This design comes from an exercise in tuning for small area, a short achievable clock period and few clock cycles on the open sky130 flow, not from production work.
Only simulation tests tie the RTL to the original design; equivalence was not proved.
Power figures rest on the tool's default switching activity, not on a simulated workload.

## north
Design bdsp_engine, start of the top module:
module bdsp_engine (
    input             clk,
    input             rst,
    input             bus_valid,
    input             bus_write,
    input      [18:0] bus_addr,
    input      [31:0] bus_wdata,
    output reg        bus_rvalid,
    output reg [31:0] bus_rdata,
    output reg        bus_err,
    output            irq
);
  localparam W      = 16;
  localparam NMAX   = 16;
  localparam MMAX   = 8;
  localparam LMAX   = 32;
  localparam RT_CTX = 2;
  localparam YMAX   = NMAX + MMAX - 1;
  localparam [31:0] ID_VAL  = 32'h4649_5231;
  localparam [31:0] CFG_VAL = {11'd0, 5'd2, 2'd0, 6'd16, 7'd0, 1'b0};
  localparam [3:0] E_OPCODE = 4'd1, E_RSVD = 4'd2, E_CTX = 4'd3, E_ARG = 4'd4,
                   E_CAP = 4'd5, E_NOCTX = 4'd6;
  localparam [2:0] S_IDLE = 3'd0, S_CHK = 3'd1, S_BLK1 = 3'd2, S_BLK2 = 3'd3, S_RUN = 3'd4,
                   S_BLK0 = 3'd5;
  reg  [W-1:0] xmem [0:NMAX-1];
  reg  [W-1:0] hmem [0:MMAX-1];
  reg  [W-1:0] ymem [0:YMAX-1];
  reg  [W-1:0] coef [0:2*MMAX-1];      
  reg  [W-1:0] hist [0:2*MMAX-1];      
  reg  [3:0]   ctx_m [0:RT_CTX-1];
  reg  [RT_CTX-1:0] ctx_valid;
  reg  [18:0]  q_run [0:RT_CTX-1];
  reg  [19:0]  q_dmax [0:RT_CTX-1];    
  reg  [19:0]  q_dmin [0:RT_CTX-1];    
  reg          q_ovf [0:RT_CTX-1];
  reg          irq_en;
  ...
Size: roughly 11000 cells after synthesis, roughly 2100 flip-flops, roughly 90 I/O pins, roughly 120000 um^2 of cells after synthesis.
clock: 14.0 ns
lec_check: 0
cap_margin: 20
core_margin: 2
core_utilization: 30
cts_cluster_diameter: 110
cts_cluster_size: 22
slew_margin: 20
standard.sh (not shown) runs the stock make flow with config.mk's settings and CLKGATE_MAP_FILE= SYNTH_SCRIPT=/design/flow/synth_recipe.tcl, a recipe that flattens the netlist after the stock synthesis.
==> flow/flow/run.sh <==
#!/bin/bash
# The standard ORFS layout (the standard.sh), with a larger setup-repair
# margin: timing repair keeps working until paths are 9 ns shorter than the
# clock period. The clock period, constraints and every other step are the
# standard ones. make's full output goes to flow_make.log.
set -euo pipefail
bash standard.sh SETUP_SLACK_MARGIN=9 finish > flow_make.log 2>&1
Testbench counts of north, summed over its fixed seeds: cycles 22,979.
Modified inputs, south compared to north
# north
export LEC_CHECK = 0
export CAP_MARGIN = 20
export CORE_MARGIN = 2
export CORE_UTILIZATION = 30
export CTS_CLUSTER_DIAMETER = 110
export CTS_CLUSTER_SIZE = 22
export SLEW_MARGIN = 20
create_clock -name core_clock -period 14.0 [get_ports {clk}]
# south
export LEC_CHECK = 0
export CAP_MARGIN = 20
export CORE_MARGIN = 2
export CORE_UTILIZATION = 40
export CTS_CLUSTER_DIAMETER = 110
export CTS_CLUSTER_SIZE = 22
export SLEW_MARGIN = 20
create_clock -name core_clock -period 14.0 [get_ports {clk}]
==> flow/flow/run.sh <==
#!/bin/bash
# The standard ORFS layout (the standard.sh), with a larger setup-repair
# margin: timing repair keeps working until paths are 8.5 ns shorter than the
# clock period. The clock period, constraints and every other step are the
# standard ones. make's full output goes to flow_make.log.
set -euo pipefail
bash standard.sh SETUP_SLACK_MARGIN=8.5 finish > flow_make.log 2>&1
- STATUS total power: south wins against north
- south ended up with a lower instance area at placement than north did.
- Compared to north, south shows a narrower setup margin.
- Fraction of the cycle the final worst path needs | south above north
- Compare north and south | area growth from synthesis to final layout higher: north
- south against north: hold slack now sits higher, non-clock buffer count now sits lower, design area now sits lower, number of global-route vias before repair now sits higher.
- Critical path depth ended up 1 higher on south than on north.
Here is what was changed in the inputs of east compared with south.
# south
export LEC_CHECK = 0
export CAP_MARGIN = 20
export CORE_MARGIN = 2
export CORE_UTILIZATION = 40
export CTS_CLUSTER_DIAMETER = 110
export CTS_CLUSTER_SIZE = 22
export SLEW_MARGIN = 20
create_clock -name core_clock -period 14.0 [get_ports {clk}]
# east
export LEC_CHECK = 0
export CAP_MARGIN = 20
export CORE_MARGIN = 2
export CORE_UTILIZATION = 30
export CTS_CLUSTER_DIAMETER = 110
export CTS_CLUSTER_SIZE = 22
export SLEW_MARGIN = 20
create_clock -name core_clock -period 14.0 [get_ports {clk}]
==> flow/flow/run.sh <==
#!/bin/bash
# The standard ORFS layout (the standard.sh), with a larger setup-repair
# margin: timing repair keeps working until paths are 8 ns shorter than the
# clock period. The clock period, constraints and every other step are the
# standard ones. make's full output goes to flow_make.log.
set -euo pipefail
bash standard.sh SETUP_SLACK_MARGIN=8 finish > flow_make.log 2>&1
==> run summary <==
- A slowest library cell on the worst path of sky130_fd_sc_hd__mux2i_2 is what east shows, while sky130_fd_sc_hd__fa_1 belongs to south.
- Per the comparison of east with south, number of inverters outside the clock class in the layout lost 0.31%; met1 capacity usage during global routing lost 9.8 points; normalized max-slew margin lost 7.6 points.
- b1[9] as the origin of the worst setup path was reported by south, and bus_addr[2] by east.
- Run comparison: south capture point of the critical path ph1[16]; east capture point of the critical path bus_rdata[4]
Relative to east, the following input files were edited for west:
# east
export LEC_CHECK = 0
export CAP_MARGIN = 20
export CORE_MARGIN = 2
export CORE_UTILIZATION = 30
export CTS_CLUSTER_DIAMETER = 110
export CTS_CLUSTER_SIZE = 22
export SLEW_MARGIN = 20
create_clock -name core_clock -period 14.0 [get_ports {clk}]
# west
export LEC_CHECK = 0
export CAP_MARGIN = 20
export CORE_MARGIN = 2
export CORE_UTILIZATION = 30
export SLEW_MARGIN = 20
create_clock -name core_clock -period 14.0 [get_ports {clk}]
From east to west the numbers moved as follows: area growth from synthesis to layout saw an increase; power share of the clock group rose 7.3 points; global-route met2 utilization barely changed. Via count normalized by instance count: west vs east, no meaningful difference. west ends up with higher total detailed-routing wirelength than east does. Going from east to west, setup slack went down, ratio of final minimum period to clock period did not really move, sequential share of layout area went down.
Input-level comparison between middle and west:
# west
export LEC_CHECK = 0
export CAP_MARGIN = 20
export CORE_MARGIN = 2
export CORE_UTILIZATION = 30
export SLEW_MARGIN = 20
create_clock -name core_clock -period 14.0 [get_ports {clk}]
# middle
export LEC_CHECK = 0
export CAP_MARGIN = 20
export CORE_MARGIN = 2
export CORE_UTILIZATION = 30
export CTS_CLUSTER_DIAMETER = 110
export CTS_CLUSTER_SIZE = 22
export SLEW_MARGIN = 20
create_clock -name core_clock -period 14.0 [get_ports {clk}]
==> flow/flow/run.sh <==
#!/bin/bash
# The standard ORFS layout (the standard.sh), with a larger setup-repair
# margin: timing repair keeps working until paths are 8.5 ns shorter than the
# clock period. The clock period, constraints and every other step are the
# standard ones. make's full output goes to flow_make.log.
set -euo pipefail
bash standard.sh SETUP_SLACK_MARGIN=8.5 finish > flow_make.log 2>&1
Measured against each other, middle and west differ in worst setup slack, the lower figure coming from west.
Of middle and west, the lower routing usage on met3 belongs to middle.
For the global-route usage, middle came in 0.20 points lower than west did.
For middle, the cell with the largest stage delay on the worst path was sky130_fd_sc_hd__fa_1, unlike west, where it was sky130_fd_sc_hd__nor2_2.

[what the ideal ports hide]
The results above use ideal ports. As a check the final layouts listed here were re-extracted and re-timed, cells and wires unchanged.
Step 1: set_driving_cell puts a clkbuf_16 on clk and a buf_2 on each other input, an assumption about the parent block.
Step 2 times the ports against the registers' clock, not the clock port: input delays grow and output delays shrink by t, the midpoint of the rising clock arrivals with the driver on.
Slacks: no drivers / after step 1 / after step 2; pairs: no drivers / after step 1.
run | t, ns | setup slack, ns | hold WS [ns] | worst register clock-pin slew, ns | cell pins on the clock port's net
north | 0.918 | 8.323 / 8.323 / 7.875 | 0.314 / 0.314 / 0.314 | 0.11 / 0.11 | 1
south | 0.892 | 8.204 / 8.204 / 7.560 | 0.328 / 0.328 / 0.328 | 0.10 / 0.10 | 1
east | 0.885 | 8.022 / 8.061 / 7.176 | 0.332 / 0.332 / 0.332 | 0.11 / 0.11 | 1
west | 0.981 | 8.002 / 8.014 / 7.059 | 0.324 / 0.324 / 0.324 | 0.07 / 0.07 | 1
middle | 0.905 | 8.256 / 8.256 / 7.558 | 0.332 / 0.332 / 0.332 | 0.11 / 0.11 | 1
After both steps every run listed still meets setup and hold. For west, which loses most, drivers alone change the setup slack by +0.012 ns; drivers and shift together by -0.943 ns.
